Source: an optimization exercise on an open RTL-to-GDS flow (aim: a short achievable clock period and few clock cycles). Production flows keep margins and buffers that such runs may drop.
RTL that was checked went through simulation tests only; none was proved equivalent to the original.
No functional check of the RTL was part of runs 1 to 3.
In every run shown here, the design's own scripts or RTL, not TritonCTS, make the clock network.
The flow treats the clock pin as an ideal source. Dropping or thinning the clock tree relies on that and would not hold on a real chip.
No activity file was given, so power comes from the tool's default toggle rates.

==> design.v <==
module segcodec (
    input             clk,
    input             rst,
    input             h_req,
    input             h_we,
    input      [1:0]  h_size,     
    input      [12:0] h_addr,
    input      [31:0] h_wdata,
    output            h_done,
    output reg        h_err,
    output reg [31:0] h_rdata,
    output reg        mem_en,
    output reg        mem_we,
    output reg [3:0]  mem_be,
    output reg [8:0]  mem_addr,
    output reg [31:0] mem_wdata,
    input      [31:0] mem_rdata
);
    localparam [10:0] FRAME_LEN   = 11'd1446;
    localparam [10:0] MAX_PAYLOAD = 11'd1440;
    localparam [8:0]  LAST_WORD   = 9'd361;
    localparam [3:0] OP_NOP = 4'd0, OP_ENCODE = 4'd1, OP_DECODE = 4'd2, OP_CSUM = 4'd3;
    localparam [3:0] C_NONE = 4'd0, C_BAD_SIZE = 4'd1, C_BAD_CSUM = 4'd2,
                     C_BAD_VERSION = 4'd3, C_LEN_RANGE = 4'd4, C_ILLEGAL = 4'd5;
    localparam [2:0] P_RD = 3'd0, P_RD0 = 3'd1, P_HDR = 3'd2, P_PAD = 3'd3, P_WAIT = 3'd4;
    reg [2:0]  tx_flags;    
    reg [10:0] tx_len;
    reg [5:0]  tx_seq;
    reg [5:0]  tx_ackn;
    reg        st_err;
    reg        st_valid;
    reg [3:0]  st_cause;
    reg [3:0]  st_lastop;
    reg [31:0] rx_hdr;
    reg [15:0] csum_r;
    reg [15:0] rx_size;
    reg [15:0] cs_len;
    wire [10:0] plen = (rx_hdr[26:16] > MAX_PAYLOAD) ? MAX_PAYLOAD : rx_hdr[26:16];
    reg        v_tx, v_rxh, v_cs, v_rxs, v_csl;
    wire [31:0] tx_hdr = v_tx ? {2'b01, tx_flags, tx_len, 2'b00, tx_seq, 2'b00, tx_ackn}
                              : 32'h40000000;
    wire [31:0] status = {20'd0, st_lastop, st_cause, 2'b00, st_valid, st_err};
    reg        s_idle;      
    reg        s_done;      
    reg        s_cmd;       
    reg        s_ref;       
    reg        q_nop;       
    reg [3:0]  q_cause;     
    reg        s_regw;      
    reg        s_frd1;      
    reg        s_fwr1;      
    reg        s_err1;      
    reg        q_rng;       
    reg [8:0]  q_faddr;     
    reg [3:0]  q_fbe;       
    reg        s_frd2;      
    reg        s_run;       
    reg [1:0]  fsel;        
    reg [2:0]  q_reg;       
    reg [31:0] q_wdata;     
    assign h_done = s_done;
    function [3:0] lmask;    
        input [1:0] r;
        case (r)
            2'd0: lmask = 4'b1111;
            2'd1: lmask = 4'b1000;
            2'd2: lmask = 4'b1100;
            default: lmask = 4'b1110;
        endcase
    endfunction
    function [3:0] hmask;    
        input [1:0] r;
        hmask = 4'b1111 >> r;
    endfunction
    reg        enc_bad;
    reg [3:0]  enc_lm, enc_m1;
    reg [2:0]  enc_ph0;
    reg [8:0]  enc_ra_end, enc_ps;
    reg [3:0]  enc_pbe, enc_csbe;
    reg        cs_bad;
    reg [3:0]  cs_lm, cs_m1, cs_m0;
    reg [2:0]  cs_ph0;
    reg [8:0]  cs_ra_end;
    reg        rx_ok;
    function [11:0] enc_pack1;
        input [10:0] len;
        reg [3:0] lm;
        begin
            lm = lmask(len[1:0] + 2'd2);
            enc_pack1 = {len > MAX_PAYLOAD, lm,
                         4'b0011 & ((len <= 11'd2) ? lm : 4'b1111),
                         (len >= 11'd3) ? P_RD : P_HDR};
        end
    endfunction
    function [15:0] cs_pack1;
        input [15:0] len;
        begin
            cs_pack1 = {len > {5'd0, FRAME_LEN}, lmask(len[1:0]),
                        (len <= 16'd4) ? 4'b0000 : (len <= 16'd8) ? lmask(len[1:0]) : 4'b1111,
                        (len <= 16'd4) ? lmask(len[1:0]) : 4'b1111,
                        (len == 16'd0) ? P_WAIT : (len >= 16'd9) ? P_RD : P_RD0};
        end
    endfunction
    always @(posedge clk) begin
        if (rst) begin
            {enc_bad, enc_lm, enc_m1, enc_ph0} <= enc_pack1(11'd0);
            {cs_bad, cs_lm, cs_m1, cs_m0, cs_ph0} <= cs_pack1(16'd0);
            rx_ok <= 1'b0;
        end else if (s_regw) begin
            if (q_reg == 3'd2)
                {enc_bad, enc_lm, enc_m1, enc_ph0} <= enc_pack1(q_wdata[26:16]);
            if (q_reg == 3'd6)
                {cs_bad, cs_lm, cs_m1, cs_m0, cs_ph0} <= cs_pack1(q_wdata[15:0]);
            if (q_reg == 3'd5)
                rx_ok <= q_wdata[15:0] == {5'd0, FRAME_LEN};
        end
    end
    wire [10:0] len_e = v_tx ? tx_len : 11'd0;
    wire [15:0] len_c = v_csl ? cs_len : 16'd0;
    wire [1:0]  enc_nr = len_e[1:0] + 2'd2;
    always @(posedge clk) begin
        enc_ra_end <= len_e[10:2] + 9'd1 + {8'd0, len_e[1] & len_e[0]};
        enc_ps     <= (len_e >= 11'd2) ? len_e[10:2] + 9'd1 + {8'd0, len_e[1]} : 9'd2;
        enc_pbe    <= (len_e >= 11'd2) ? hmask(enc_nr) : 4'b1111;
        enc_csbe   <= 4'b1100 | ((len_e <= 11'd1) ? (hmask(enc_nr) & 4'b0011) : 4'b0000);
        cs_ra_end  <= len_c[10:2] - {8'd0, len_c[1:0] == 2'd0};
    end
    wire a_low    = h_addr[12:5] == 8'd0;
    wire is_reg   = a_low && (h_size == 2'd2) && (h_addr[1:0] == 2'b00);
    wire fspace   = h_addr[12] && (h_size == 2'd0);
    wire in_rng   = h_addr[11:0] < {1'b0, FRAME_LEN};
    wire is_cmdw  = is_reg && h_we && (h_addr[4:2] == 3'd0);
    wire go       = s_idle && h_req;
    reg [31:0] reg_rdata;
    always @(*) begin
        case (h_addr[4:2])
            3'd0: reg_rdata = 32'd0;
            3'd1: reg_rdata = status;
            3'd2: reg_rdata = tx_hdr;
            3'd3: reg_rdata = v_rxh ? rx_hdr : 32'd0;
            3'd4: reg_rdata = {16'd0, v_cs ? csum_r : 16'd0};
            3'd5: reg_rdata = {16'd0, v_rxs ? rx_size : 16'd0};
            3'd6: reg_rdata = {16'd0, v_csl ? cs_len : 16'd0};
            default: reg_rdata = {21'd0, v_rxh ? plen : 11'd0};
        endcase
    end
    reg [2:0]  ph;
    reg        e_enc, e_dec;
    reg [8:0]  na;           
    reg [3:0]  lm;           
    reg [3:0]  m0;           
    wire [8:0] ra_end = e_enc ? enc_ra_end : e_dec ? LAST_WORD : cs_ra_end;
    wire [8:0] ps     = enc_ps;
    wire [3:0] pbe    = enc_pbe;
    wire [3:0] csbe   = enc_csbe;
    reg        s_fin;        
    wire [3:0] wop    = h_wdata[3:0];
    wire       cmd_ok = (wop == OP_ENCODE && !enc_bad) || (wop == OP_DECODE && rx_ok) ||
                        (wop == OP_CSUM && !cs_bad);
    wire       run    = s_run;
    reg [3:0]  m_a, m_d;     
    reg        h_a, h_d;     
    reg        r1, r2, r3;   
    reg [31:0] d_q;          
    reg [3:0]  m_q;          
    reg [15:0] cs_s, cs_c;   
    reg [31:0] nzv;          
    reg [16:0] t_q;          
    reg [15:0] t1_q;         
    reg        tz_q;         
    reg        nz_t;
    wire        r0 = |m_a;
    wire [31:0] md = d_q & {{8{m_q[3]}}, {8{m_q[2]}}, {8{m_q[1]}}, {8{m_q[0]}}};
    wire [15:0] fa1_s = cs_s ^ cs_c ^ md[31:16];
    wire [15:0] fa1_c = (cs_s & cs_c) | (cs_s & md[31:16]) | (cs_c & md[31:16]);
    wire [15:0] fa1_r = {fa1_c[14:0], fa1_c[15]};
    wire [15:0] fa2_s = fa1_s ^ fa1_r ^ md[15:0];
    wire [15:0] fa2_c = (fa1_s & fa1_r) | (fa1_s & md[15:0]) | (fa1_r & md[15:0]);
    wire [15:0] fa2_r = {fa2_c[14:0], fa2_c[15]};
    wire [15:0] u      = t_q[16] ? t1_q : t_q[15:0];
    wire [15:0] f2     = !nz_t ? 16'd0 : tz_q ? 16'hFFFF : u;
    wire [15:0] csum_v = ~f2;
    wire [3:0] rd_mask = (na == ra_end) ? lm : 4'b1111;
    wire [3:0] pad_be  = ((na == ps) ? pbe : 4'b1111) & ((na == LAST_WORD) ? 4'b1100 : 4'b1111);
    wire       fin_ok  = (ph == P_WAIT) && !s_cmd && !r0 && !r1 && !r2 && !(r3 && e_enc);
    wire       csum_z  = nz_t && (tz_q || t_q == 17'h0FFFF || t_q == 17'h1FFFE);
    reg        x_en, x_we;
    reg [8:0]  x_addr;
    reg [3:0]  x_be;
    reg [31:0] x_wdata;
    reg [3:0]  x_m;
    reg        x_h;
    always @(*) begin
        x_en    = 1'b0;
        x_we    = 1'b0;
        x_addr  = na;
        x_be    = 4'b1111;
        x_wdata = 32'd0;
        x_m     = 4'd0;
        x_h     = 1'b0;
        case (ph)
            P_RD: begin
                x_en = 1'b1;
                x_m  = rd_mask;
            end
            P_RD0: begin
                x_en   = 1'b1;
                x_addr = 9'd0;
                x_m    = m0;
                x_h    = e_dec;
            end
            P_HDR: begin
                x_en    = 1'b1;
                x_we    = 1'b1;
                x_addr  = 9'd0;
                x_wdata = tx_hdr;
            end
            P_PAD: begin
                x_en = 1'b1;
                x_we = 1'b1;
                x_be = pad_be;
            end
            default: begin
                x_en    = fin_ok && e_enc;
                x_we    = 1'b1;
                x_addr  = 9'd1;
                x_be    = csbe;
                x_wdata = {csum_v, 16'd0};
            end
        endcase
        if (!run) x_en = 1'b0;
    end
    always @(posedge clk) begin
        m_d  <= m_a;
        h_d  <= h_a;
        r1   <= r0;
        r2   <= r1;
        r3   <= r2;
        d_q  <= mem_rdata;
        m_q  <= m_d;
        cs_s <= fa2_s;
        cs_c <= fa2_r;
        nzv  <= nzv | md;
        t_q  <= {1'b0, cs_s} + {1'b0, cs_c};
        t1_q <= cs_s + cs_c + 16'd1;
        tz_q <= cs_s == 16'd0 && cs_c == 16'd0;
        nz_t <= |nzv;
        if (h_d) rx_hdr <= mem_rdata;
        if (s_idle) begin
            h_rdata <= reg_rdata;
        end else begin
            case (fsel)
                2'd0: h_rdata <= {24'd0, mem_rdata[31:24]};
                2'd1: h_rdata <= {24'd0, mem_rdata[23:16]};
                2'd2: h_rdata <= {24'd0, mem_rdata[15:8]};
                default: h_rdata <= {24'd0, mem_rdata[7:0]};
            endcase
        end
        if (s_idle) begin
            q_reg     <= h_addr[4:2];
            q_wdata   <= h_wdata;
            fsel      <= h_addr[1:0];
            mem_we    <= h_we && h_addr[12];
            mem_addr  <= h_addr[12] ? (in_rng ? h_addr[10:2] : 9'd0) : 9'd1;
            q_rng     <= in_rng;
            q_faddr   <= h_addr[10:2];
            q_fbe     <= 4'b1000 >> h_addr[1:0];
            mem_be    <= 4'b1000 >> h_addr[1:0];
            mem_wdata <= {4{h_wdata[7:0]}};
            e_enc  <= h_wdata[1:0] == 2'd1;
            e_dec  <= h_wdata[1:0] == 2'd2;
            na     <= 9'd2;
            h_a    <= 1'b0;
            case (h_wdata[1:0])
                2'd1: begin
                    ph     <= enc_ph0;
                    lm     <= enc_lm;
                    m0     <= 4'b0000;
                    m_a    <= enc_m1;
                end
                2'd2: begin
                    ph     <= P_RD;
                    lm     <= 4'b1100;
                    m0     <= 4'b1111;
                    m_a    <= 4'b1111;
                end
                default: begin
                    ph     <= cs_ph0;
                    lm     <= cs_lm;
                    m0     <= cs_m0;
                    m_a    <= cs_m1;
                end
            endcase
        end else begin
            mem_we    <= s_fwr1 || x_we;
            mem_addr  <= s_fwr1 ? q_faddr : x_addr;
            mem_be    <= s_fwr1 ? q_fbe : x_be;
            mem_wdata <= s_fwr1 ? {4{q_wdata[7:0]}} : x_wdata;
            m_a       <= run ? x_m : 4'd0;
            h_a       <= run && x_h;
            if (run) begin
                case (ph)
                    P_RD: begin
                        na <= na + 9'd1;
                        if (na == ra_end) ph <= e_enc ? P_HDR : P_RD0;
                    end
                    P_RD0: ph <= P_WAIT;
                    P_HDR: begin
                        na <= ps;
                        ph <= P_PAD;
                    end
                    P_PAD: begin
                        na <= na + 9'd1;
                        if (na == LAST_WORD) ph <= P_WAIT;
                    end
                    default: ;
                endcase
            end
        end
        if (s_cmd) begin
            cs_s <= e_enc ? tx_hdr[31:16] : 16'd0;
            cs_c <= e_enc ? tx_hdr[15:0] : 16'd0;
            nzv  <= {31'd0, e_enc};
            r1   <= 1'b1;    
            r2   <= 1'b0;
            r3   <= 1'b0;
            m_q  <= 4'd0;
        end
        if (rst) begin
            s_idle    <= 1'b1;
            s_done    <= 1'b0;
            s_cmd     <= 1'b0;
            s_regw    <= 1'b0;
            s_frd1    <= 1'b0;
            s_frd2    <= 1'b0;
            s_fwr1    <= 1'b0;
            s_err1    <= 1'b0;
            s_run     <= 1'b0;
            s_ref     <= 1'b0;
            h_err     <= 1'b0;
            mem_en    <= 1'b0;
            s_fin     <= 1'b0;
            st_err    <= 1'b0;
            st_valid  <= 1'b0;
            st_cause  <= C_NONE;
            st_lastop <= 4'd0;
            v_tx      <= 1'b0;
            v_rxh     <= 1'b0;
            v_cs      <= 1'b0;
            v_rxs     <= 1'b0;
            v_csl     <= 1'b0;
        end else begin
            s_done  <= go && is_reg && !is_cmdw;
            s_cmd   <= go && is_cmdw;
            s_ref   <= go && is_cmdw && !cmd_ok;
            if (go && is_cmdw && cmd_ok) s_run <= 1'b1;
            if (s_idle) begin
                q_nop   <= wop == OP_NOP;
                q_cause <= (wop == OP_ENCODE || wop == OP_CSUM) ? C_LEN_RANGE :
                           (wop == OP_DECODE) ? C_BAD_SIZE : C_ILLEGAL;
            end
            s_regw  <= go && is_reg && h_we && !is_cmdw;
            s_frd1  <= go && fspace && !h_we;
            s_fwr1  <= go && fspace && h_we;
            s_err1  <= go && !is_reg && !fspace;
            h_err   <= !s_idle && (s_err1 || ((s_fwr1 || s_frd2) && !q_rng));
            mem_en  <= s_idle ? (go && ((fspace && !h_we) || is_cmdw)) : (x_en || (s_fwr1 && q_rng));
            if (s_fwr1 || s_err1) s_done <= 1'b1;
            s_fin   <= 1'b0;
            if (go) s_idle <= 1'b0;
            if (s_done) s_idle <= 1'b1;
            if (s_regw) begin
                case (q_reg)
                    3'd2: v_tx  <= 1'b1;
                    3'd5: v_rxs <= 1'b1;
                    3'd6: v_csl <= 1'b1;
                    default: ;   
                endcase
            end
            s_frd2 <= s_frd1;
            if (s_frd2) s_done <= 1'b1;
            if (s_ref) begin
                s_done <= 1'b1;
                if (!q_nop) begin
                    st_err    <= 1'b1;
                    st_valid  <= 1'b0;
                    st_lastop <= q_wdata[3:0];
                    st_cause  <= q_cause;
                    if (q_cause == C_BAD_SIZE) v_rxh <= 1'b0;
                end
            end
            if (s_run && fin_ok) begin
                s_run  <= 1'b0;
                s_done <= 1'b1;
                s_fin  <= 1'b1;
            end
            if (s_fin) begin
                v_cs      <= 1'b1;
                st_lastop <= e_enc ? OP_ENCODE : e_dec ? OP_DECODE : OP_CSUM;
                st_err    <= 1'b0;
                st_valid  <= 1'b0;
                st_cause  <= C_NONE;
                if (e_dec) begin
                    st_err <= 1'b1;
                    v_rxh  <= 1'b0;
                    if (!csum_z) begin
                        st_cause <= C_BAD_CSUM;
                    end else if (rx_hdr[31:30] != 2'b01) begin
                        st_cause <= C_BAD_VERSION;
                    end else begin
                        st_err   <= 1'b0;
                        st_valid <= 1'b1;
                        v_rxh    <= 1'b1;
                    end
                end
            end
        end
    end
    always @(posedge clk) begin
        if (s_regw && q_reg == 3'd2) begin
            tx_flags <= q_wdata[29:27];
            tx_len   <= q_wdata[26:16];
            tx_seq   <= q_wdata[13:8];
            tx_ackn  <= q_wdata[5:0];
        end
        if (s_regw && q_reg == 3'd5) rx_size <= q_wdata[15:0];
        if (s_regw && q_reg == 3'd6) cs_len  <= q_wdata[15:0];
        if (s_fin) csum_r <= csum_v;
    end
endmodule
==> flow/run.sh <==
#!/bin/bash
# The standard layout, except that the clock tree is built by flow/pre_cts.tcl:
# the clock port drives 4 root buffers, each of which drives the
# leaf buffers nearest to it; each leaf buffer drives a cluster of about
# 20 flip-flops. Two buffers from the port to every flip-flop.
set -euo pipefail
here=$(pwd)
export PRE_CTS_TCL=$here/flow/pre_cts.tcl
# Sizing may change a cell's footprint (the platform sets MATCH_CELL_FOOTPRINT=1,
# which keeps the port buffers as the slow cells they start as).
bash standard.sh MATCH_CELL_FOOTPRINT=0 finish > standard.log 2>&1
==> flow/pre_cts.tcl <==
# Two-level clock tree: the clock port drives one root buffer, which drives
# one leaf buffer per cluster of flip-flops (k-means on their positions).
proc mytree_build {per_leaf} {
  set db [ord::get_db]
  set block [ord::get_db_block]
  set bufm [$db findMaster sky130_fd_sc_hd__clkbuf_16]
  set clk_net [$block findNet clk]
  set sinks {}
  set xs {}
  set ys {}
  foreach it [$clk_net getITerms] {
    set bb [[$it getInst] getBBox]
    lappend sinks $it
    lappend xs [expr {([$bb xMin] + [$bb xMax]) / 2.0}]
    lappend ys [expr {([$bb yMin] + [$bb yMax]) / 2.0}]
  }
  set n [llength $sinks]
  set k [expr {int(ceil($n / double($per_leaf)))}]
  # initial centres on a grid over the sinks' bounding box
  set x0 [tcl::mathfunc::min {*}$xs]; set x1 [tcl::mathfunc::max {*}$xs]
  set y0 [tcl::mathfunc::min {*}$ys]; set y1 [tcl::mathfunc::max {*}$ys]
  set gx [expr {int(ceil(sqrt($k)))}]
  set gy [expr {int(ceil($k / double($gx)))}]
  set cx {}; set cy {}
  for {set j 0} {$j < $k} {incr j} {
    set a [expr {$j % $gx}]; set b [expr {$j / $gx}]
    lappend cx [expr {$x0 + ($a + 0.5) * ($x1 - $x0) / $gx}]
    lappend cy [expr {$y0 + ($b + 0.5) * ($y1 - $y0) / $gy}]
  }
  # k-means with a soft size cap: a centre that is full is skipped
  set cap [expr {int(ceil($n / double($k) * 1.15))}]
  for {set iter 0} {$iter < 30} {incr iter} {
    set cnt [lrepeat $k 0]
    set assign {}
    # visit sinks in order of their distance to the nearest centre, far first
    for {set i 0} {$i < $n} {incr i} {
      set px [lindex $xs $i]; set py [lindex $ys $i]
      set ds {}
      for {set j 0} {$j < $k} {incr j} {
        lappend ds [list [expr {abs($px - [lindex $cx $j]) + abs($py - [lindex $cy $j])}] $j]
      }
      set ds [lsort -real -index 0 $ds]
      set best [lindex $ds 0 1]
      foreach d $ds {
        set j [lindex $d 1]
        if {[lindex $cnt $j] < $cap} { set best $j; break }
      }
      lset cnt $best [expr {[lindex $cnt $best] + 1}]
      lappend assign $best
    }
    set sx [lrepeat $k 0.0]; set sy [lrepeat $k 0.0]
    for {set i 0} {$i < $n} {incr i} {
      set j [lindex $assign $i]
      lset sx $j [expr {[lindex $sx $j] + [lindex $xs $i]}]
      lset sy $j [expr {[lindex $sy $j] + [lindex $ys $i]}]
    }
    for {set j 0} {$j < $k} {incr j} {
      if {[lindex $cnt $j] > 0} {
        lset cx $j [expr {[lindex $sx $j] / [lindex $cnt $j]}]
        lset cy $j [expr {[lindex $sy $j] / [lindex $cnt $j]}]
      }
    }
  }
  # root buffers: the clock port drives nroot of them, each driving the
  # leaves nearest to it (k-means on the leaf positions)
  set lx {}; set ly {}; set lids {}
  for {set j 0} {$j < $k} {incr j} {
    if {[lindex $cnt $j] > 0} { lappend lx [lindex $cx $j]; lappend ly [lindex $cy $j]; lappend lids $j }
  }
  set nl [llength $lids]
  set nroot $::mytree_roots
  if {$nroot > $nl} { set nroot $nl }
  set rx {}; set ry {}
  set lxs [lsort -real $lx]
  set lx0 [tcl::mathfunc::min {*}$lx]; set lx1 [tcl::mathfunc::max {*}$lx]
  set ly0 [tcl::mathfunc::min {*}$ly]; set ly1 [tcl::mathfunc::max {*}$ly]
  set rgx [expr {int(ceil(sqrt($nroot)))}]
  set rgy [expr {int(ceil($nroot / double($rgx)))}]
  for {set r 0} {$r < $nroot} {incr r} {
    set a [expr {$r % $rgx}]; set b [expr {$r / $rgx}]
    lappend rx [expr {$lx0 + ($a + 0.5) * ($lx1 - $lx0) / $rgx}]
    lappend ry [expr {$ly0 + ($b + 0.5) * ($ly1 - $ly0) / $rgy}]
  }
  set rcap [expr {int(ceil($nl / double($nroot)))}]
  for {set iter 0} {$iter < 20} {incr iter} {
    set rcnt [lrepeat $nroot 0]
    set rassign {}
    for {set i 0} {$i < $nl} {incr i} {
      set ds {}
      for {set r 0} {$r < $nroot} {incr r} {
        lappend ds [list [expr {abs([lindex $lx $i] - [lindex $rx $r]) + abs([lindex $ly $i] - [lindex $ry $r])}] $r]
      }
      set ds [lsort -real -index 0 $ds]
      set best [lindex $ds 0 1]
      foreach d $ds { set r [lindex $d 1]; if {[lindex $rcnt $r] < $rcap} { set best $r; break } }
      lset rcnt $best [expr {[lindex $rcnt $best] + 1}]
      lappend rassign $best
    }
    set sx [lrepeat $nroot 0.0]; set sy [lrepeat $nroot 0.0]
    for {set i 0} {$i < $nl} {incr i} {
      set r [lindex $rassign $i]
      lset sx $r [expr {[lindex $sx $r] + [lindex $lx $i]}]
      lset sy $r [expr {[lindex $sy $r] + [lindex $ly $i]}]
    }
    for {set r 0} {$r < $nroot} {incr r} {
      if {[lindex $rcnt $r] > 0} {
        lset rx $r [expr {[lindex $sx $r] / [lindex $rcnt $r]}]
        lset ry $r [expr {[lindex $sy $r] / [lindex $rcnt $r]}]
      }
    }
  }
  for {set r 0} {$r < $nroot} {incr r} {
    if {[lindex $rcnt $r] == 0} continue
    set root [odb::dbInst_create $block $bufm "clkbuf_root_$r"]
    $root setLocation [expr {int([lindex $rx $r])}] [expr {int([lindex $ry $r])}]
    $root setPlacementStatus PLACED
    set rnet [odb::dbNet_create $block "clknet_root_$r"]
    $rnet setSigType CLOCK
    [$root findITerm X] connect $rnet
    [$root findITerm A] connect $clk_net
  }
  for {set i 0} {$i < $nl} {incr i} {
    set j [lindex $lids $i]
    set leaf [odb::dbInst_create $block $bufm "clkbuf_leaf_$j"]
    $leaf setLocation [expr {int([lindex $cx $j])}] [expr {int([lindex $cy $j])}]
    $leaf setPlacementStatus PLACED
    set lnet [odb::dbNet_create $block "clknet_leaf_$j"]
    $lnet setSigType CLOCK
    [$leaf findITerm X] connect $lnet
    [$leaf findITerm A] connect [$block findNet "clknet_root_[lindex $rassign $i]"]
  }
  for {set i 0} {$i < $n} {incr i} {
    set it [lindex $sinks $i]
    set lnet [$block findNet "clknet_leaf_[lindex $assign $i]"]
    $it disconnect
    $it connect $lnet
  }
  $clk_net setSigType CLOCK
  global_connect
  puts "mytree: $n sinks, $nl leaves, $nroot roots, leaf sizes $cnt, root fanouts $rcnt"
}

# Build the tree here, before the CTS step would run TritonCTS, and turn its
# clock_tree_synthesis call into setting the clock to propagated; the rest of
# the CTS step (legalization, timing repair) runs as usual.
set ::mytree_roots 4
mytree_build 20
rename clock_tree_synthesis tritoncts_clock_tree_synthesis
proc clock_tree_synthesis {args} {
  set_propagated_clock [all_clocks]
  puts "clock tree built by pre_cts.tcl; clock_tree_synthesis $args not run"
}
==> standard.sh <==
#!/bin/bash
# synth_recipe.tcl (not shown) runs the flow's synth.tcl, then flattens the netlist and writes it again
# the make line also repeats each setting of config.mk as NAME=value (left out here)
make -C /OpenROAD-flow-scripts/flow DESIGN_CONFIG=/design/flow/config.mk WORK_HOME=/design/flow/orfs CLKGATE_MAP_FILE= SYNTH_SCRIPT=/design/flow/synth_recipe.tcl "${@:-finish}"
==> config.mk <==
export PLATFORM = sky130hd
export DESIGN_NAME = segcodec
export DESIGN_NICKNAME = segcodec
export VERILOG_FILES = /design/flow/design.v
export SDC_FILE = /design/flow/constraint.sdc
export NUM_CORES = 4
export LEC_CHECK = 0
export ABC_CLOCK_PERIOD_IN_PS = 2000
export CAP_MARGIN = 20
export CORE_MARGIN = 2
export CORE_UTILIZATION = 40
export SETUP_SLACK_MARGIN = 4.0
export SLEW_MARGIN = 20
export TNS_END_PERCENT = 100
==> constraint.sdc <==
create_clock -name core_clock -period 6.0 [get_ports {clk}]
set_input_delay 1.2000 -clock core_clock [delete_from_list [all_inputs] [get_ports {clk}]]
set_output_delay 1.2000 -clock core_clock [all_outputs]
set_load 0.01 [all_outputs]
==> results.txt, run 1 <==
----------------------------------------------------
[Outcome]
  Result of the run ... no timing/DRC/antenna violations

[Timing]
  Time the final worst path needs with I/O delays and setup ... 2.29 ns
  Setup repair after global routing missed its margin ... yes
  Upper clock frequency limit ... 436 MHz
  Maximum clock skew at final layout ... 0.0373 ns
  Final clock period utilization by the worst path ... 38.2%
  Number of failing setup endpoints in the final timing report ... 0
  Headroom to the max-slew limit ... 29.1%
  Final total negative setup slack ... 0 ns
  Final hold violation count ... 0
  Worst-margin pin slew ... 1.06 ns
  Max-slew violations ... 0

[Yosys]
  Mean post-synth cell area ... 10.7 µm²
  Async set or reset register ratio after synthesis ... 0%
  Leading cell type by number of instances after synthesis ... dfxtp_1
  Sequential share of the synthesized area ... 57.5%
  Predominant post-synthesis flop cell ... dfxtp_1
  Gate Count Post-Synth ... 1,827
  Post-synthesis sequential element count ... 480
  Synth Cell Area ... 19,600 µm²
  Synth cell count leaders ... 313 x dfxtp_1, 177 x nor2_1, 167 x edfxtp_1
  Leading cell types by total area after synthesis ... dfxtp_1 32%, edfxtp_1 26%, fa_1 3.5%
  Number of different library cells in the post-synthesis netlist ... 75
  Number of synthesized flops with an enable pin ... 167
  Yosys top cell area share ... 32.0%
  Count of synthesis-stage warnings from yosys ... 1
  Net count after synthesis ... 1,984
  Cell type contributing the most total cell area after synthesis ... dfxtp_1

[Power and ir drop]
  Switching part of the total ... 29.7%
  Static power due to leakage ... 9.62 nW
  Proportion of power drawn by the clock network ... 23.8%
  Sequential share of power ... 52.3%
  Maximum vdd drop ... 0.216 mV
  Pwr/cell area ... 311 nW/µm²
  P_sw ... 2.29 mW
  Combinational group share of total power ... 23.9%
  Cell internal pwr ... 5.43 mW
  Final Power ... 7.72 mW

[GRT]
  Antenna violations before repair ... 1
  Maximum number of pins on one net before global-route repair ... 81
  Global-route wire length before repair ... 95,400 µm
  Combined global-route utilization of all metal layers ... 25.4%
  Number of global-route vias before repair ... 14,720
  Remaining Overflow, GRT ... 0

[Min path]
  Classification of the worst-slack hold path ... reg -> reg
  Worst min-delay path endpoint ... h_d
  Hold path startpoint ... h_a
  Cell depth of the worst hold path ... 0

[Layout]
  Area occupied by registers ... 11,400 µm²
  Inserted Diodes ... 0
  Area Growth Syn to Fin ... 26.8%
  Multi-input gate area ... 8650 µm²
  Fraction of final layout cells with drive strength greater than 1 ... 26.9%
  Fillers ... 4,331
  Total Nets Final ... 2,234

[Worst setup path]
  Critical setup path kind ... in -> reg
  Critical path's top delay family ... compound AO/OA/AOI/OAI gates
  Source of the worst register-to-register timing path ... cs_c[0]
  Longest individual stage delay on the worst path ... 0.37 ns
  Kind of capture point of the worst setup path ... flop
  Required time of the worst setup path ... 6.23 ns
  Largest fanout of any net on the critical path ... 8
  Number of cell instances on the worst register-to-register path ... 9
  CP Buf/Inv Count ... 2
  Startpoint type of the worst setup path ... primary input
  CP dominant cell by count ... buf_12
  Destination of the worst register-to-register timing path ... t1_q[12]
  Critical-path cell with the highest stage delay ... a222oi_1
  Cell-by-cell trace of the critical path ... buf_12, buf_12, nor2b_4, and3_4, a222oi_1, a21oi_1, a211o_1
  Arrival time worst endpoint ... 2.53 ns
  R2r setup slk ... 3.81 ns

[Routing]
  First-pass DRT Iterations ... 5
  DRC Markers ... 0
  DR vias ... 15,144
  DRT iter0 DRCs ... 1,525
  Routed via count divided by cell count ... 5.62
  Detailed-route wire length per cell ... 24.4 µm
  Sum of routed wire length over all layers ... 65,800 µm
  Remaining number of nets flagged by the antenna check after routing ... 0

[Placed design]
  HPWL reported at the end of detailed placement ... 46,800 µm
  Port Buf Inserts ... 161
  RD Place Congestion ... 0.962

[Die]
  Overall die height ... 225 µm
  Die width ... 225 µm
  Die area ... 50,800 µm²
  # rows ... 81
  Initial core utilization ... 40.3%
  Ports placed on the boundary ... 164
  Core box area ... 48,600 µm²

[Clocking]
  Insertion delay to the later sink of the worst-skew pair ... 0.36 ns
  Clock-pin slew on the worst setup and hold paths ... 0.09 ns

[Flow run]
  Max-capacitance violation count ... 0

----------------------------------------------------
[stage by stage]
step	cells	area (µm²)	utilization (%)	setup WS (ns)	hold WS (ns)
6_report	2697	24900	51.1	3.71	0.340
5_1_grt	2697	24900	51.1	3.68	0.349
3_5_place_dp	2528	21900	45.1	2.04	0.319
2_1_floorplan	1827	20000	-	3.71	0.310
4_1_cts	2663	24200	49.7	3.70	0.340
3_3_place_gp	2528	21900	45.1	2.11	0.315
[placed cells by master, fill, tap and decap left out, types with 39 or more instances in the layout]
master           synthesis  final
inv_1                   79     70
a21oi_1                112     93
xor2_1                  39     39
nand3_1                 49     39
nor2_1                 177    165
edfxtp_1               167    167
dfxtp_1                313    235
o21ai_0                100     84
buf_4                    3    121
nand2_1                155    145
buf_6                    1     81
dfxtp_2                  0     70
clkdlybuf4s50_1          0     44
[kinds of logic (layout without fill, tap and decap cells)]
group	Yosys count	after routing	share of synthesized area, %
buffers and inverters	176	421	3.54
AND/OR/NAND/NOR	574	577	13.8
XOR/XNOR	71	71	3.17
multiplexers	32	32	2.27
adder cells (fa/ha/maj)	74	74	6.02
AO/OA/AOI/OAI	420	420	13.6
flip-flops	480	480	57.5
[worst max-delay path by stage]
stage,startpoint,to,slack [ns],depth (start not counted)
finish,h_addr[3],h_rdata[5],3.71,7
global route,h_addr[3],h_rdata[0],3.68,8
CTS,h_addr[3],h_rdata[5],3.70,7
detailed placement,h_addr[2],h_rdata[5],2.04,5
global placement,h_addr[4],h_rdata[5],2.11,5
floorplan,h_addr[3],h_rdata[3],3.71,7
[flip-flops by register name, indices dropped and copies added (netlist names), 11 cells and up]
register,cells
mem_wdata,30
rx_hdr,32
t1_q,16
nzv,32
cs_s,16
rx_size,16
cs_len,16
cs_c,16
tx_len,11
t_q,17
csum_r,16
q_wdata,30
d_q,32
h_rdata,32
[power groups by stage]
stage / combinational (mW) / clock [mW] / sequential [mW]
detailed placement: 1.57 / 0 / 4.10
CTS: 1.73 / 1.87 / 4.02
finish: 1.85 / 1.84 / 4.04
global placement: 1.55 / 0 / 4.09
floorplan: 1.09 / 0 / 3.99
global route: 2.04 / 1.98 / 4.08
[cell type report]
cell class                      count  share of cell area [%]
Timing Repair inverter              1                  0.0302
Timing Repair Buffer              311                    12.0
Multi-Input combinational cell   1174                    34.8
Buffer                             28                    2.82
Sequential cell                   480                    45.8
Inverter                           81                    1.36
Tap cell                          622                    3.13
[metal layers]
layer / share of wire, % / routed length, µm / track usage, %
met4: 3.8 / 2520 / 7.69
met3: 9.6 / 6330 / 6.38
met5: 0.020 / 13 / 0
met1: 43 / 28000 / 34.9
met2: 44 / 28900 / 39.4
[what timing repair did]
action	in CTS	in global routing
pin swaps	77	54
hold buffers	0	0
setup buffers	102	33
resized for setup	551	144
gates cloned	5	1
setup endpoints to repair	331	194
==> inputs of run 2 (changes only) <==
--- a/config.mk
+++ b/config.mk
@@ -8,7 +8,7 @@
 export ABC_CLOCK_PERIOD_IN_PS = 2000
 export CAP_MARGIN = 20
 export CORE_MARGIN = 2
-export CORE_UTILIZATION = 40
+export CORE_UTILIZATION = 55
 export SETUP_SLACK_MARGIN = 4.0
 export SLEW_MARGIN = 20
 export TNS_END_PERCENT = 100
==> run 2 against run 1 <==
  * Worst hold slack improved by 0.0061 ns
  * Total power rose by 0.22%
  * Synthesized area did not move
  * Fmax fell by 1.1%
  * Critical path depth did not move
  * Final area fell by 0.35%
  * Still clean on timing, DRC and antenna
  * Sequential share of layout area rose by 0.12 points
  * Clock power barely moved
  * Largest power group unchanged
==> results.txt, run 2 <==
----------------------------------------------------
[Die]
  Initial core utilization ... 55.5%
  Ports placed on the boundary ... 164
  Die area ... 37,200 µm²
  Core box area ... 35,300 µm²
  # rows ... 69
  Overall die height ... 193 µm
  Die width ... 193 µm

[Timing]
  Upper clock frequency limit ... 432 MHz
  Headroom to the max-slew limit ... 32.8%
  Final total negative setup slack ... 0 ns
  Setup repair after global routing missed its margin ... yes
  Number of failing setup endpoints in the final timing report ... 0
  Final clock period utilization by the worst path ... 38.6%
  Final hold violation count ... 0
  Time the final worst path needs with I/O delays and setup ... 2.32 ns
  Max-slew violations ... 0
  Worst-margin pin slew ... 1.01 ns
  Maximum clock skew at final layout ... 0.0294 ns

[Yosys]
  Number of synthesized flops with an enable pin ... 167
  Synth cell count leaders ... 313 x dfxtp_1, 177 x nor2_1, 167 x edfxtp_1
  Async set or reset register ratio after synthesis ... 0%
  Net count after synthesis ... 1,984
  Leading cell type by number of instances after synthesis ... dfxtp_1
  Predominant post-synthesis flop cell ... dfxtp_1
  Yosys top cell area share ... 32.0%
  Number of different library cells in the post-synthesis netlist ... 75
  Synth Cell Area ... 19,600 µm²
  Post-synthesis sequential element count ... 480
  Sequential share of the synthesized area ... 57.5%
  Leading cell types by total area after synthesis ... dfxtp_1 32%, edfxtp_1 26%, fa_1 3.5%
  Cell type contributing the most total cell area after synthesis ... dfxtp_1
  Count of synthesis-stage warnings from yosys ... 1
  Gate Count Post-Synth ... 1,827
  Mean post-synth cell area ... 10.7 µm²

[GRT]
  Maximum number of pins on one net before global-route repair ... 81
  Remaining Overflow, GRT ... 0
  Global-route wire length before repair ... 94,200 µm
  Antenna violations before repair ... 3
  Combined global-route utilization of all metal layers ... 34.8%
  Number of global-route vias before repair ... 14,884

[Placed design]
  RD Place Congestion ... 0.930
  HPWL reported at the end of detailed placement ... 43,800 µm
  Placed Area ... 21,700 µm²
  Port Buf Inserts ... 161

[Routing]
  Detailed-route wire length per cell ... 25.8 µm
  DR vias ... 15,741
  Routed via count divided by cell count ... 6.19
  DRT iter0 DRCs ... 1,915
  First-pass DRT Iterations ... 6
  Remaining number of nets flagged by the antenna check after routing ... 0
  DRC Markers ... 0
  Sum of routed wire length over all layers ... 65,700 µm

[Power and ir drop]
  Pwr/cell area ... 312 nW/µm²
  Maximum vdd drop ... 0.283 mV
  Static power due to leakage ... 9.80 nW

[Layout]
  Fraction of final layout cells with drive strength greater than 1 ... 26.9%
  Most used cells in the layout excluding fill and tap cells ... 241 x dfxtp_1, 167 x edfxtp_1, 163 x nor2_1
  Final design instance area without fill ... 24,800 µm²
  Most common cell after layout, fill and taps aside ... dfxtp_1
  Area Growth Syn to Fin ... 26.4%
  Total Nets Final ... 2,240

[Min path]
  Cell depth of the worst hold path ... 0
  Worst min-delay path endpoint ... h_d
  Hold path startpoint ... h_a
  Classification of the worst-slack hold path ... reg -> reg

[Worst setup path]
  Number of cell instances on the worst register-to-register path ... 9
  Source of the worst register-to-register timing path ... cs_c[0]
  Arrival time worst endpoint ... 2.53 ns
  Kind of capture point of the worst setup path ... flop
  Required time of the worst setup path ... 6.21 ns
  Timing startpoint of the critical path ... h_wdata[1]
  Largest fanout of any net on the critical path ... 4
  Destination of the worst register-to-register timing path ... t1_q[12]
  Critical setup path kind ... in -> reg
  R2r setup slk ... 3.78 ns
  Startpoint type of the worst setup path ... primary input

[Clocking]
  Clock-pin slew on the worst setup and hold paths ... 0.09 ns
  Insertion delay to the later sink of the worst-skew pair ... 0.35 ns

[Outcome]
  Result of the run ... no timing/DRC/antenna violations

[Flow run]
  Max-capacitance violation count ... 0

----------------------------------------------------
-- run 2: area by class of cell --
| type | count | area [µm²] |
|---|---|---|
| fillers | 2608 | 10500 |
| multi-input cells | 1175 | 8660 |
| flip-flops and latches | 480 | 11400 |
| diodes | 2 | 5.00 |
| inverters | 81 | 348 |
| repair buffers | 316 | 3090 |
| plain buffers | 28 | 701 |
| repair inverters | 1 | 7.51 |
| well taps | 461 | 577 |
-- run 2: cells by family after synthesis --
| family | after synthesis | synth area share, % |
|---|---|---|
| compound gates | 420 | 13.6 |
| xor+xnor | 71 | 3.17 |
| fa+ha+maj | 74 | 6.02 |
| buf+inv | 176 | 3.54 |
| flops | 480 | 57.5 |
| mux | 32 | 2.27 |
| simple gates | 574 | 13.8 |
-- run 2: repair_timing --
| item | CTS | global route |
|---|---|---|
| cloned | 10 | 2 |
| hold buffers | 0 | 0 |
| buffers inserted | 99 | 37 |
| pin swaps | 73 | 69 |
| resized for setup | 495 | 188 |
| endpoints found under the setup margin | 322 | 210 |
-- run 2: critical path, cell delays in order --
cell and delay (ns):
buf_12 0.10, inv_8 0.04, ha_4 0.17, a222oi_1 0.58, nor3_1 0.14, a31oi_1 0.22, nor3_1 0.06
-- run 2: worst max-delay path by stage --
stage,end
2_1_floorplan,h_rdata[3]
3_3_place_gp,h_rdata[0]
3_5_place_dp,h_rdata[4]
4_1_cts,h_rdata[4]
5_1_grt,s_run
6_report,s_run
-- run 2: metrics by stage --
step	hold slack, ns	std cells	util (%)	worst slack, ns	power (mW)
after detailed placement	0.339	2366	61.6	2.18	5.67
final	0.346	2544	70.2	3.68	7.74
after CTS	0.349	2503	67.9	3.80	7.58
after global placement	0.337	2366	61.6	2.20	5.64
after floorplan	0.310	1827	-	3.71	5.08
after global routing	0.356	2543	70.2	3.70	8.06
-- run 2: power by group --
group	total, mW	switching (mW)	internal [mW]
clock network	1.82	0.981	0.837
registers	4.03	0.284	3.75
logic	1.89	1.03	0.857
total	7.74	2.30	5.44
-- run 2: layer usage --
layer,track usage (%),vias up,part of all wire (%)
li1,-,7013,-
met1,50.1,7639,41
met2,51.3,941,43
met3,8.38,146,12
met4,12.2,2,4.1
met5,0,-,0.021
==> inputs of run 3 (changes only) <==
--- a/config.mk
+++ b/config.mk
@@ -5,10 +5,10 @@
 export SDC_FILE = /design/flow/constraint.sdc
 export NUM_CORES = 4
 export LEC_CHECK = 0
-export ABC_CLOCK_PERIOD_IN_PS = 2000
+export ABC_CLOCK_PERIOD_IN_PS = 1200
 export CAP_MARGIN = 20
 export CORE_MARGIN = 2
-export CORE_UTILIZATION = 55
+export CORE_UTILIZATION = 40
 export SETUP_SLACK_MARGIN = 4.0
 export SLEW_MARGIN = 20
 export TNS_END_PERCENT = 100
==> run 3 against run 2 <==
  * Synthesized cell count is the same
  * Routed wire length up 0.11%
  * Register-to-register slack better by 0.03 ns
  * Still clean
  * Largest power group unchanged
  * Critical path type unchanged
  * Total power shrank 0.22%
  * Global-route usage shrank 9.4 points
  * Flip-flop and latch count unchanged
  * Via count fell by 3.8%
  * Clock power barely moved
==> results.txt, run 3 <==
----------------------------------------------------
[Timing]
  Number of failing setup endpoints in the final timing report ... 0
  Setup repair after global routing missed its margin ... yes
  Final hold violation count ... 0
  Upper clock frequency limit ... 436 MHz
  Maximum clock skew at final layout ... 0.0373 ns
  Smallest setup slack after layout ... 3.71 ns
  Time the final worst path needs with I/O delays and setup ... 2.29 ns
  Final worst hold slack ... 0.340 ns
  Final total negative setup slack ... 0 ns
  Headroom to the max-slew limit ... 29.1%
  Max-slew violations ... 0
  Worst-margin pin slew ... 1.06 ns
  Final clock period utilization by the worst path ... 38.2%

[Die]
  Core box area ... 48,600 µm²
  Die area ... 50,800 µm²
  Initial core utilization ... 40.3%
  # rows ... 81
  Die width ... 225 µm
  Ports placed on the boundary ... 164
  Overall die height ... 225 µm

[Layout]
  Inserted Diodes ... 0
  Core utilization of the finished layout ... 51.1%
  Total Nets Final ... 2,234
  Area Growth Syn to Fin ... 26.8%
  Most used cells in the layout excluding fill and tap cells ... 235 x dfxtp_1, 167 x edfxtp_1, 165 x nor2_1
  Most common cell after layout, fill and taps aside ... dfxtp_1
  Final instance count without filler cells ... 2,697
  Fraction of final layout cells with drive strength greater than 1 ... 26.9%

[Yosys]
  Synth Cell Area ... 19,600 µm²
  Mux contribution to synthesized area ... 2.27%
  Leading cell types by total area after synthesis ... dfxtp_1 32%, edfxtp_1 26%, fa_1 3.5%
  Count of synthesis-stage warnings from yosys ... 1
  Number of synthesized flops with an enable pin ... 167
  Number of different library cells in the post-synthesis netlist ... 75
  Parity-gate share of the synthesized area counting xor and xnor cells ... 3.17%
  Dominant combinational cell family by area after synthesis ... simple AND/OR/NAND/NOR gates
  Predominant post-synthesis flop cell ... dfxtp_1
  Mean post-synth cell area ... 10.7 µm²
  Fraction of the mapped netlist area in compound gates ... 13.6%
  Gate Count Post-Synth ... 1,827
  Synth cell count leaders ... 313 x dfxtp_1, 177 x nor2_1, 167 x edfxtp_1
  Async set or reset register ratio after synthesis ... 0%
  Net count after synthesis ... 1,984
  Leading cell type by number of instances after synthesis ... dfxtp_1
  Cell type contributing the most total cell area after synthesis ... dfxtp_1
  Area fraction in and, or, nand and nor cells after synthesis ... 13.8%
  Post-synthesis sequential element count ... 480
  Share of synthesized cell area in full adder, half adder and majority cells ... 6.02%
  Sequential share of the synthesized area ... 57.5%
  Yosys top cell area share ... 32.0%

[Placed design]
  Port Buf Inserts ... 161
  Placed cells ... 2,528
  RD Place Congestion ... 0.962
  Worst-case setup slack after placement ... 2.04 ns
  HPWL reported at the end of detailed placement ... 46,800 µm

[Worst setup path]
  Destination of the worst register-to-register timing path ... t1_q[12]
  Arrival time worst endpoint ... 2.53 ns
  Largest fanout of any net on the critical path ... 8
  Startpoint type of the worst setup path ... primary input
  Required time of the worst setup path ... 6.23 ns
  Critical setup path kind ... in -> reg
  Kind of capture point of the worst setup path ... flop
  R2r setup slk ... 3.81 ns
  Source of the worst register-to-register timing path ... cs_c[0]
  Number of cell instances on the worst register-to-register path ... 9

[Power and ir drop]
  Sequential share of power ... 52.3%
  Static power due to leakage ... 9.62 nW
  Maximum vdd drop ... 0.216 mV
  Combinational group share of total power ... 23.9%
  Pwr/cell area ... 311 nW/µm²
  P_sw ... 2.29 mW
  Proportion of power drawn by the clock network ... 23.8%
  Cell internal pwr ... 5.43 mW
  Switching part of the total ... 29.7%

[GRT]
  Antenna violations before repair ... 1
  Maximum number of pins on one net before global-route repair ... 81
  Number of global-route vias before repair ... 14,720
  Remaining Overflow, GRT ... 0
  Global-route wire length before repair ... 95,400 µm
  Combined global-route utilization of all metal layers ... 25.4%

[Routing]
  First-pass DRT Iterations ... 5
  DRC Markers ... 0
  DRT iter0 DRCs ... 1,525
  Detailed-route wire length per cell ... 24.4 µm
  Sum of routed wire length over all layers ... 65,800 µm
  Routed via count divided by cell count ... 5.62
  Remaining number of nets flagged by the antenna check after routing ... 0
  DR vias ... 15,144

[Clocking]
  Insertion delay to the later sink of the worst-skew pair ... 0.36 ns
  Clock-pin slew on the worst setup and hold paths ... 0.09 ns

[Min path]
  Hold path startpoint ... h_a
  Cell depth of the worst hold path ... 0
  Classification of the worst-slack hold path ... reg -> reg
  Worst min-delay path endpoint ... h_d

[Outcome]
  Result of the run ... no timing/DRC/antenna violations

[Flow run]
  Max-capacitance violation count ... 0

----------------------------------------------------
## run 3: cell counts after synthesis
Identical to the previous run, type by type.
## run 3: layer usage
metal,global-route usage [%],routed length [µm]
met1,34.9,28000
met2,39.4,28900
met3,6.38,6330
met4,7.69,2520
met5,0,13
## run 3: what timing repair did
| action | CTS | global route |
|---|---|---|
| pin swaps | 77 | 54 |
| gates resized for setup | 551 | 144 |
| endpoints found under the setup margin | 331 | 194 |
| buffers inserted | 102 | 33 |
| hold buffers | 0 | 0 |
| cloned | 5 | 1 |
## run 3: area by class of cell
cell class              count  area [µm²]
fillers                  4331       23800
flip-flops and latches    480       11400
multi-input cells        1174        8650
repair buffers            311        2990
well taps                 622         778
plain buffers              28         701
inverters                  81         339
repair inverters            1        7.51
## run 3: power groups by stage
| stage | Combinational, mW | Sequential (mW) | Clock, mW |
|---|---|---|---|
| 4_1_cts | 1.73 | 4.02 | 1.87 |
| 5_1_grt | 2.04 | 4.08 | 1.98 |
| 3_5_place_dp | 1.57 | 4.10 | 0 |
| 6_report | 1.85 | 4.04 | 1.84 |
| 2_1_floorplan | 1.09 | 3.99 | 0 |
| 3_3_place_gp | 1.55 | 4.09 | 0 |
## run 3: kinds of logic after synthesis
logic type | after synthesis
AND/OR/NAND/NOR | 574
flip-flops | 480
AO/OA/AOI/OAI | 420
buffers and inverters | 176
adder cells (fa/ha/maj) | 74
XOR/XNOR | 71
multiplexers | 32
## run 3: per-stage QoR
| stage | cell area (µm²) | total power [mW] |
|---|---|---|
| floorplan | 20000 | 5.08 |
| global placement | 21900 | 5.64 |
| detailed placement | 21900 | 5.67 |
| CTS | 24200 | 7.62 |
| global route | 24900 | 8.09 |
| finish | 24900 | 7.72 |
## run 3: worst max-delay path by stage
stage	start	to	depth (start not counted)
after global routing	h_addr[3]	h_rdata[0]	8
after floorplan	h_addr[3]	h_rdata[3]	7
after global placement	h_addr[4]	h_rdata[5]	5
after detailed placement	h_addr[2]	h_rdata[5]	5
final	h_addr[3]	h_rdata[5]	7
after CTS	h_addr[3]	h_rdata[5]	7
## run 3: worst max-delay path, cell delays in order
cell,delay [ns]
buf_12,0.12
buf_12,0.12
nor2b_4,0.12
and3_4,0.20
a222oi_1,0.37
a21oi_1,0.16
a211o_1,0.25
==> inputs of run 4 (changes only) <==
--- a/design.v
+++ b/design.v
@@ -42,6 +42,7 @@
     wire [31:0] status = {20'd0, st_lastop, st_cause, 2'b00, st_valid, st_err};
     reg        s_idle;      
     reg        s_done;      
+    reg        s_gap;       
     reg        s_cmd;       
     reg        s_ref;       
     reg        q_nop;       
@@ -59,6 +60,17 @@
     reg [2:0]  q_reg;       
     reg [31:0] q_wdata;     
     assign h_done = s_done;
+    reg        i_req, i_we;
+    reg [1:0]  i_size;
+    reg [12:0] i_addr;
+    reg [31:0] i_wdata;
+    always @(posedge clk) begin
+        i_req   <= h_req;
+        i_we    <= h_we;
+        i_size  <= h_size;
+        i_addr  <= h_addr;
+        i_wdata <= h_wdata;
+    end
     function [3:0] lmask;    
         input [1:0] r;
         case (r)
@@ -75,42 +87,46 @@
     reg        enc_bad;
     reg [3:0]  enc_lm, enc_m1;
     reg [2:0]  enc_ph0;
+    reg        enc_ra2;
     reg [8:0]  enc_ra_end, enc_ps;
     reg [3:0]  enc_pbe, enc_csbe;
     reg        cs_bad;
     reg [3:0]  cs_lm, cs_m1, cs_m0;
     reg [2:0]  cs_ph0;
+    reg        cs_ra2;
     reg [8:0]  cs_ra_end;
     reg        rx_ok;
-    function [11:0] enc_pack1;
+    function [12:0] enc_pack1;
         input [10:0] len;
         reg [3:0] lm;
         begin
             lm = lmask(len[1:0] + 2'd2);
             enc_pack1 = {len > MAX_PAYLOAD, lm,
                          4'b0011 & ((len <= 11'd2) ? lm : 4'b1111),
-                         (len >= 11'd3) ? P_RD : P_HDR};
+                         (len >= 11'd3) ? P_RD : P_HDR,
+                         len >= 11'd3 && len <= 11'd6};
         end
     endfunction
-    function [15:0] cs_pack1;
+    function [16:0] cs_pack1;
         input [15:0] len;
         begin
             cs_pack1 = {len > {5'd0, FRAME_LEN}, lmask(len[1:0]),
                         (len <= 16'd4) ? 4'b0000 : (len <= 16'd8) ? lmask(len[1:0]) : 4'b1111,
                         (len <= 16'd4) ? lmask(len[1:0]) : 4'b1111,
-                        (len == 16'd0) ? P_WAIT : (len >= 16'd9) ? P_RD : P_RD0};
+                        (len == 16'd0) ? P_WAIT : (len >= 16'd9) ? P_RD : P_RD0,
+                        len >= 16'd9 && len <= 16'd12};
         end
     endfunction
     always @(posedge clk) begin
         if (rst) begin
-            {enc_bad, enc_lm, enc_m1, enc_ph0} <= enc_pack1(11'd0);
-            {cs_bad, cs_lm, cs_m1, cs_m0, cs_ph0} <= cs_pack1(16'd0);
+            {enc_bad, enc_lm, enc_m1, enc_ph0, enc_ra2} <= enc_pack1(11'd0);
+            {cs_bad, cs_lm, cs_m1, cs_m0, cs_ph0, cs_ra2} <= cs_pack1(16'd0);
             rx_ok <= 1'b0;
         end else if (s_regw) begin
             if (q_reg == 3'd2)
-                {enc_bad, enc_lm, enc_m1, enc_ph0} <= enc_pack1(q_wdata[26:16]);
+                {enc_bad, enc_lm, enc_m1, enc_ph0, enc_ra2} <= enc_pack1(q_wdata[26:16]);
             if (q_reg == 3'd6)
-                {cs_bad, cs_lm, cs_m1, cs_m0, cs_ph0} <= cs_pack1(q_wdata[15:0]);
+                {cs_bad, cs_lm, cs_m1, cs_m0, cs_ph0, cs_ra2} <= cs_pack1(q_wdata[15:0]);
             if (q_reg == 3'd5)
                 rx_ok <= q_wdata[15:0] == {5'd0, FRAME_LEN};
         end
@@ -125,15 +141,15 @@
         enc_csbe   <= 4'b1100 | ((len_e <= 11'd1) ? (hmask(enc_nr) & 4'b0011) : 4'b0000);
         cs_ra_end  <= len_c[10:2] - {8'd0, len_c[1:0] == 2'd0};
     end
-    wire a_low    = h_addr[12:5] == 8'd0;
-    wire is_reg   = a_low && (h_size == 2'd2) && (h_addr[1:0] == 2'b00);
-    wire fspace   = h_addr[12] && (h_size == 2'd0);
-    wire in_rng   = h_addr[11:0] < {1'b0, FRAME_LEN};
-    wire is_cmdw  = is_reg && h_we && (h_addr[4:2] == 3'd0);
-    wire go       = s_idle && h_req;
+    wire a_low    = i_addr[12:5] == 8'd0;
+    wire is_reg   = a_low && (i_size == 2'd2) && (i_addr[1:0] == 2'b00);
+    wire fspace   = i_addr[12] && (i_size == 2'd0);
+    wire in_rng   = i_addr[11:0] < {1'b0, FRAME_LEN};
+    wire is_cmdw  = is_reg && i_we && (i_addr[4:2] == 3'd0);
+    wire go       = s_idle && i_req;
     reg [31:0] reg_rdata;
     always @(*) begin
-        case (h_addr[4:2])
+        case (i_addr[4:2])
             3'd0: reg_rdata = 32'd0;
             3'd1: reg_rdata = status;
             3'd2: reg_rdata = tx_hdr;
@@ -150,11 +166,14 @@
     reg [3:0]  lm;           
     reg [3:0]  m0;           
     wire [8:0] ra_end = e_enc ? enc_ra_end : e_dec ? LAST_WORD : cs_ra_end;
+    reg  [8:0] ra_end_r;     
+    reg        ra2;          
+    wire       rd_last = s_cmd ? ra2 : (na == ra_end_r);
     wire [8:0] ps     = enc_ps;
     wire [3:0] pbe    = enc_pbe;
     wire [3:0] csbe   = enc_csbe;
     reg        s_fin;        
-    wire [3:0] wop    = h_wdata[3:0];
+    wire [3:0] wop    = i_wdata[3:0];
     wire       cmd_ok = (wop == OP_ENCODE && !enc_bad) || (wop == OP_DECODE && rx_ok) ||
                         (wop == OP_CSUM && !cs_bad);
     wire       run    = s_run;
@@ -165,8 +184,7 @@
     reg [3:0]  m_q;          
     reg [15:0] cs_s, cs_c;   
     reg [31:0] nzv;          
-    reg [16:0] t_q;          
-    reg [15:0] t1_q;         
+    reg [8:0]  lo_q, lo1_q, hi_q, hi1_q;
     reg        tz_q;         
     reg        nz_t;
     wire        r0 = |m_a;
@@ -177,10 +195,12 @@
     wire [15:0] fa2_s = fa1_s ^ fa1_r ^ md[15:0];
     wire [15:0] fa2_c = (fa1_s & fa1_r) | (fa1_s & md[15:0]) | (fa1_r & md[15:0]);
     wire [15:0] fa2_r = {fa2_c[14:0], fa2_c[15]};
+    wire [16:0] t_q    = {lo_q[8] ? hi1_q : hi_q, lo_q[7:0]};
+    wire [15:0] t1_q   = {lo1_q[8] ? hi1_q[7:0] : hi_q[7:0], lo1_q[7:0]};
     wire [15:0] u      = t_q[16] ? t1_q : t_q[15:0];
     wire [15:0] f2     = !nz_t ? 16'd0 : tz_q ? 16'hFFFF : u;
     wire [15:0] csum_v = ~f2;
-    wire [3:0] rd_mask = (na == ra_end) ? lm : 4'b1111;
+    wire [3:0] rd_mask = rd_last ? lm : 4'b1111;
     wire [3:0] pad_be  = ((na == ps) ? pbe : 4'b1111) & ((na == LAST_WORD) ? 4'b1100 : 4'b1111);
     wire       fin_ok  = (ph == P_WAIT) && !s_cmd && !r0 && !r1 && !r2 && !(r3 && e_enc);
     wire       csum_z  = nz_t && (tz_q || t_q == 17'h0FFFF || t_q == 17'h1FFFE);
@@ -241,8 +261,11 @@
         cs_s <= fa2_s;
         cs_c <= fa2_r;
         nzv  <= nzv | md;
-        t_q  <= {1'b0, cs_s} + {1'b0, cs_c};
-        t1_q <= cs_s + cs_c + 16'd1;
+        ra_end_r <= ra_end;
+        lo_q  <= {1'b0, cs_s[7:0]} + {1'b0, cs_c[7:0]};
+        lo1_q <= {1'b0, cs_s[7:0]} + {1'b0, cs_c[7:0]} + 9'd1;
+        hi_q  <= {1'b0, cs_s[15:8]} + {1'b0, cs_c[15:8]};
+        hi1_q <= {1'b0, cs_s[15:8]} + {1'b0, cs_c[15:8]} + 9'd1;
         tz_q <= cs_s == 16'd0 && cs_c == 16'd0;
         nz_t <= |nzv;
         if (h_d) rx_hdr <= mem_rdata;
@@ -257,35 +280,38 @@
             endcase
         end
         if (s_idle) begin
-            q_reg     <= h_addr[4:2];
-            q_wdata   <= h_wdata;
-            fsel      <= h_addr[1:0];
-            mem_we    <= h_we && h_addr[12];
-            mem_addr  <= h_addr[12] ? (in_rng ? h_addr[10:2] : 9'd0) : 9'd1;
+            q_reg     <= i_addr[4:2];
+            q_wdata   <= i_wdata;
+            fsel      <= i_addr[1:0];
+            mem_we    <= i_we && i_addr[12];
+            mem_addr  <= i_addr[12] ? (in_rng ? i_addr[10:2] : 9'd0) : 9'd1;
             q_rng     <= in_rng;
-            q_faddr   <= h_addr[10:2];
-            q_fbe     <= 4'b1000 >> h_addr[1:0];
-            mem_be    <= 4'b1000 >> h_addr[1:0];
-            mem_wdata <= {4{h_wdata[7:0]}};
-            e_enc  <= h_wdata[1:0] == 2'd1;
-            e_dec  <= h_wdata[1:0] == 2'd2;
+            q_faddr   <= i_addr[10:2];
+            q_fbe     <= 4'b1000 >> i_addr[1:0];
+            mem_be    <= 4'b1000 >> i_addr[1:0];
+            mem_wdata <= {4{i_wdata[7:0]}};
+            e_enc  <= i_wdata[1:0] == 2'd1;
+            e_dec  <= i_wdata[1:0] == 2'd2;
             na     <= 9'd2;
             h_a    <= 1'b0;
-            case (h_wdata[1:0])
+            case (i_wdata[1:0])
                 2'd1: begin
                     ph     <= enc_ph0;
+                    ra2    <= enc_ra2;
                     lm     <= enc_lm;
                     m0     <= 4'b0000;
                     m_a    <= enc_m1;
                 end
                 2'd2: begin
                     ph     <= P_RD;
+                    ra2    <= 1'b0;
                     lm     <= 4'b1100;
                     m0     <= 4'b1111;
                     m_a    <= 4'b1111;
                 end
                 default: begin
                     ph     <= cs_ph0;
+                    ra2    <= cs_ra2;
                     lm     <= cs_lm;
                     m0     <= cs_m0;
                     m_a    <= cs_m1;
@@ -302,7 +328,7 @@
                 case (ph)
                     P_RD: begin
                         na <= na + 9'd1;
-                        if (na == ra_end) ph <= e_enc ? P_HDR : P_RD0;
+                        if (rd_last) ph <= e_enc ? P_HDR : P_RD0;
                     end
                     P_RD0: ph <= P_WAIT;
                     P_HDR: begin
@@ -329,6 +355,7 @@
         if (rst) begin
             s_idle    <= 1'b1;
             s_done    <= 1'b0;
+            s_gap     <= 1'b0;
             s_cmd     <= 1'b0;
             s_regw    <= 1'b0;
             s_frd1    <= 1'b0;
@@ -359,16 +386,17 @@
                 q_cause <= (wop == OP_ENCODE || wop == OP_CSUM) ? C_LEN_RANGE :
                            (wop == OP_DECODE) ? C_BAD_SIZE : C_ILLEGAL;
             end
-            s_regw  <= go && is_reg && h_we && !is_cmdw;
-            s_frd1  <= go && fspace && !h_we;
-            s_fwr1  <= go && fspace && h_we;
+            s_regw  <= go && is_reg && i_we && !is_cmdw;
+            s_frd1  <= go && fspace && !i_we;
+            s_fwr1  <= go && fspace && i_we;
             s_err1  <= go && !is_reg && !fspace;
             h_err   <= !s_idle && (s_err1 || ((s_fwr1 || s_frd2) && !q_rng));
-            mem_en  <= s_idle ? (go && ((fspace && !h_we) || is_cmdw)) : (x_en || (s_fwr1 && q_rng));
+            mem_en  <= s_idle ? (go && ((fspace && !i_we) || is_cmdw)) : (x_en || (s_fwr1 && q_rng));
             if (s_fwr1 || s_err1) s_done <= 1'b1;
             s_fin   <= 1'b0;
             if (go) s_idle <= 1'b0;
-            if (s_done) s_idle <= 1'b1;
+            s_gap   <= s_done;
+            if (s_gap) s_idle <= 1'b1;
             if (s_regw) begin
                 case (q_reg)
                     3'd2: v_tx  <= 1'b1;
--- a/flow/pre_cts.tcl
+++ b/flow/pre_cts.tcl
@@ -144,7 +144,7 @@
 # clock_tree_synthesis call into setting the clock to propagated; the rest of
 # the CTS step (legalization, timing repair) runs as usual.
 set ::mytree_roots 4
-mytree_build 20
+mytree_build 15
 rename clock_tree_synthesis tritoncts_clock_tree_synthesis
 proc clock_tree_synthesis {args} {
   set_propagated_clock [all_clocks]
--- a/config.mk
+++ b/config.mk
@@ -5,7 +5,7 @@
 export SDC_FILE = /design/flow/constraint.sdc
 export NUM_CORES = 4
 export LEC_CHECK = 0
-export ABC_CLOCK_PERIOD_IN_PS = 1200
+export ABC_CLOCK_PERIOD_IN_PS = 2000
 export CAP_MARGIN = 20
 export CORE_MARGIN = 2
 export CORE_UTILIZATION = 40
==> run 4 against run 3 <==
  * Still clean on timing, DRC and antenna
  * Die area increased by 6.8%
  * Total power increased by 22%
  * Global-route usage decreased by 2.2 points
  * Via count increased by 1.9%
  * Sequential share of layout area increased by 2.8 points
  * Utilization decreased by 0.62 points
  * Synthesized cell count increased by 4.7%
  * Clock skew increased by 0.0092 ns
  * Critical path depth decreased by 1
  * Combinational power increased by 36%
  * Critical path type is now reg -> reg
  * Highest routed layer unchanged
==> results.txt, run 4 <==
----------------------------------------------------
[Yosys]
  Sequential share of the synthesized area ... 59.8%
  Leading cell types by total area after synthesis ... dfxtp_1 36%, edfxtp_1 24%, nor2_1 3.5%
  Count of synthesis-stage warnings from yosys ... 1
  Gate Count Post-Synth ... 1,913
  Yosys top cell area share ... 35.8%
  Leading cell type by number of instances after synthesis ... dfxtp_1
  Net count after synthesis ... 2,072
  Predominant post-synthesis flop cell ... dfxtp_1
  Async set or reset register ratio after synthesis ... 0%
  Number of synthesized flops with an enable pin ... 168
  Number of different library cells in the post-synthesis netlist ... 76

[Power and ir drop]
  Static power due to leakage ... 10.1 nW
  P_sw ... 2.77 mW
  Maximum vdd drop ... 0.194 mV
  Cell internal pwr ... 6.62 mW
  Sequential share of power ... 48.2%
  Final Power ... 9.39 mW
  Combinational group share of total power ... 26.7%

[Placed design]
  HPWL reported at the end of detailed placement ... 46,400 µm
  Port Buf Inserts ... 161
  RD Place Congestion ... 0.925

[Die]
  Overall die height ... 233 µm
  Core box area ... 51,600 µm²
  Initial core utilization ... 40.6%
  Die area ... 54,300 µm²
  Die width ... 233 µm
  Ports placed on the boundary ... 164
  # rows ... 83

[Routing]
  Detailed-route wire length per cell ... 23.0 µm
  Sum of routed wire length over all layers ... 64,700 µm
  DR vias ... 15,437
  DRT iter0 DRCs ... 1,494
  Remaining number of nets flagged by the antenna check after routing ... 0
  Routed via count divided by cell count ... 5.49
  First-pass DRT Iterations ... 10
  DRC Markers ... 0

[Worst setup path]
  Critical setup path kind ... reg -> reg
  Startpoint type of the worst setup path ... flop
  R2r setup slk ... 3.89 ns
  Number of cell instances on the worst register-to-register path ... 6
  Source of the worst register-to-register timing path ... tx_len[4]
  Timing startpoint of the critical path ... tx_len[4]
  Kind of capture point of the worst setup path ... flop
  Largest fanout of any net on the critical path ... 6
  Arrival time worst endpoint ... 2.37 ns

[Min path]
  Classification of the worst-slack hold path ... reg -> reg
  Hold path startpoint ... h_a
  Cell depth of the worst hold path ... 0

[Flow run]
  Max-capacitance violation count ... 0

[GRT]
  Global routing met2 resource utilization ... 35.8%
  Maximum number of pins on one net before global-route repair ... 74
  Combined global-route utilization of all metal layers ... 23.2%
  Global-route wire length before repair ... 94,200 µm
  Met1 track demand over resource ... 33.2%
  Layer with the highest usage after global routing ... met2

[Outcome]
  Result of the run ... no timing/DRC/antenna violations

[Clocking]
  # hold bufs at CTS ... 0
  Clock-pin slew on the worst setup and hold paths ... 0.07 ns
  Insertion delay to the later sink of the worst-skew pair ... 0.39 ns

[Layout]
  Most used cells in the layout excluding fill and tap cells ... 299 x dfxtp_1, 180 x nor2_1, 168 x edfxtp_1
  Most common cell after layout, fill and taps aside ... dfxtp_1
  Inserted Diodes ... 0
  Area Growth Syn to Fin ... 24.3%
  Total Nets Final ... 2,295

[Timing]
  Worst-margin pin slew ... 1.19 ns
  Final total negative setup slack ... 0 ns
  Time the final worst path needs with I/O delays and setup ... 2.11 ns
  Max-slew violations ... 0
  Headroom to the max-slew limit ... 20.6%
  Final worst hold slack ... 0.333 ns
  Final clock period utilization by the worst path ... 35.2%

----------------------------------------------------
## run 4: cell types whose count changed after synthesis, moves of 9 or more
cell,change
xor2_1,-13
dfxtp_1,+62
a31oi_1,+12
nor2_1,+19
nand2_1,-13
o21ai_0,-16
inv_1,+42
buf_2,-9
o22ai_1,-11
a21oi_1,+13
## run 4: critical path, cell delays in order, from the launching register on
cell	delay (ns)
edfxtp_1	0.53
buf_4	0.21
nand2_1	0.16
xnor2_2	0.34
nand3_1	0.22
or3_1	0.40
xnor2_1	0.13
## run 4: timing repair
action / 4_1_cts / 5_1_grt
cloned: 3 / 2
resized for setup: 450 / 171
setup endpoints to repair: 305 / 190
pin swaps: 27 / 40
setup buffers: 52 / 32
## run 4: power groups by stage
stage | registers [mW] | clock network [mW] | logic (mW)
6_report | 4.52 | 2.36 | 2.51
5_1_grt | 4.57 | 2.52 | 2.78
4_1_cts | 4.51 | 2.39 | 2.27
3_5_place_dp | 4.58 | 0 | 2.00
3_3_place_gp | 4.57 | 0 | 1.96
2_1_floorplan | 4.48 | 0 | 1.42
## run 4: how the worst max path moves through the flow
stage / end / slack [ns] / cells after the start
3_5_place_dp: cs_m0[0] / 3.11 / 6
5_1_grt: mem_wdata[30] / 3.82 / 8
4_1_cts: enc_ra_end[7] / 3.87 / 10
6_report: enc_ra_end[7] / 3.89 / 6
2_1_floorplan: enc_ps[7] / 3.90 / 11
3_3_place_gp: cs_m0[0] / 3.14 / 6
## run 4: per-layer routing
metal | wire (µm) | vias to the layer above | part of all wire [%]
li1 | - | 7150 | -
met1 | 28300 | 7519 | 44
met2 | 28500 | 637 | 44
met3 | 5700 | 127 | 8.8
met4 | 2170 | 4 | 3.4
met5 | 25 | - | 0.039
## run 4: cell families after synthesis
family          count (synthesis)  synth area share [%]
compound gates                402                  12.2
mux                            36                  2.45
fa+ha+maj                      76                  5.75
buf+inv                       208                  3.79
flops                         543                  59.8
xor+xnor                       60                  2.60
simple gates                  588                  13.4
## run 4: final cells by class
class / instances / area (µm²)
fillers: 4598 / 25600
flip-flops and latches: 543 / 12700
multi-input cells: 1163 / 8450
repair buffers: 264 / 2580
plain buffers: 41 / 1030
well taps: 680 / 851
inverters: 121 / 482
repair inverters: 2 / 12.5
## run 4: per-stage QoR
step / utilization (%) / worst slack, ns / std cells / cell area (µm²)
after CTS: 48.8 / 3.87 / 2780 / 25200
after global placement: 45.2 / 3.14 / 2684 / 23300
final: 50.5 / 3.89 / 2814 / 26100
after detailed placement: 45.2 / 3.11 / 2684 / 23300
after floorplan: - / 3.90 / 1913 / 21100
after global routing: 50.5 / 3.82 / 2814 / 26100
Testbench counts of run 4, summed over its fixed seeds: cycles 134,415.

Check on run 4: ideal ports give 3.888 ns setup slack; a clkbuf_16 on the clock port and buf_2 on the inputs give 3.822 ns; moving port delays by the midpoint clock arrival (0.496 ns) as well gives 3.611 ns.
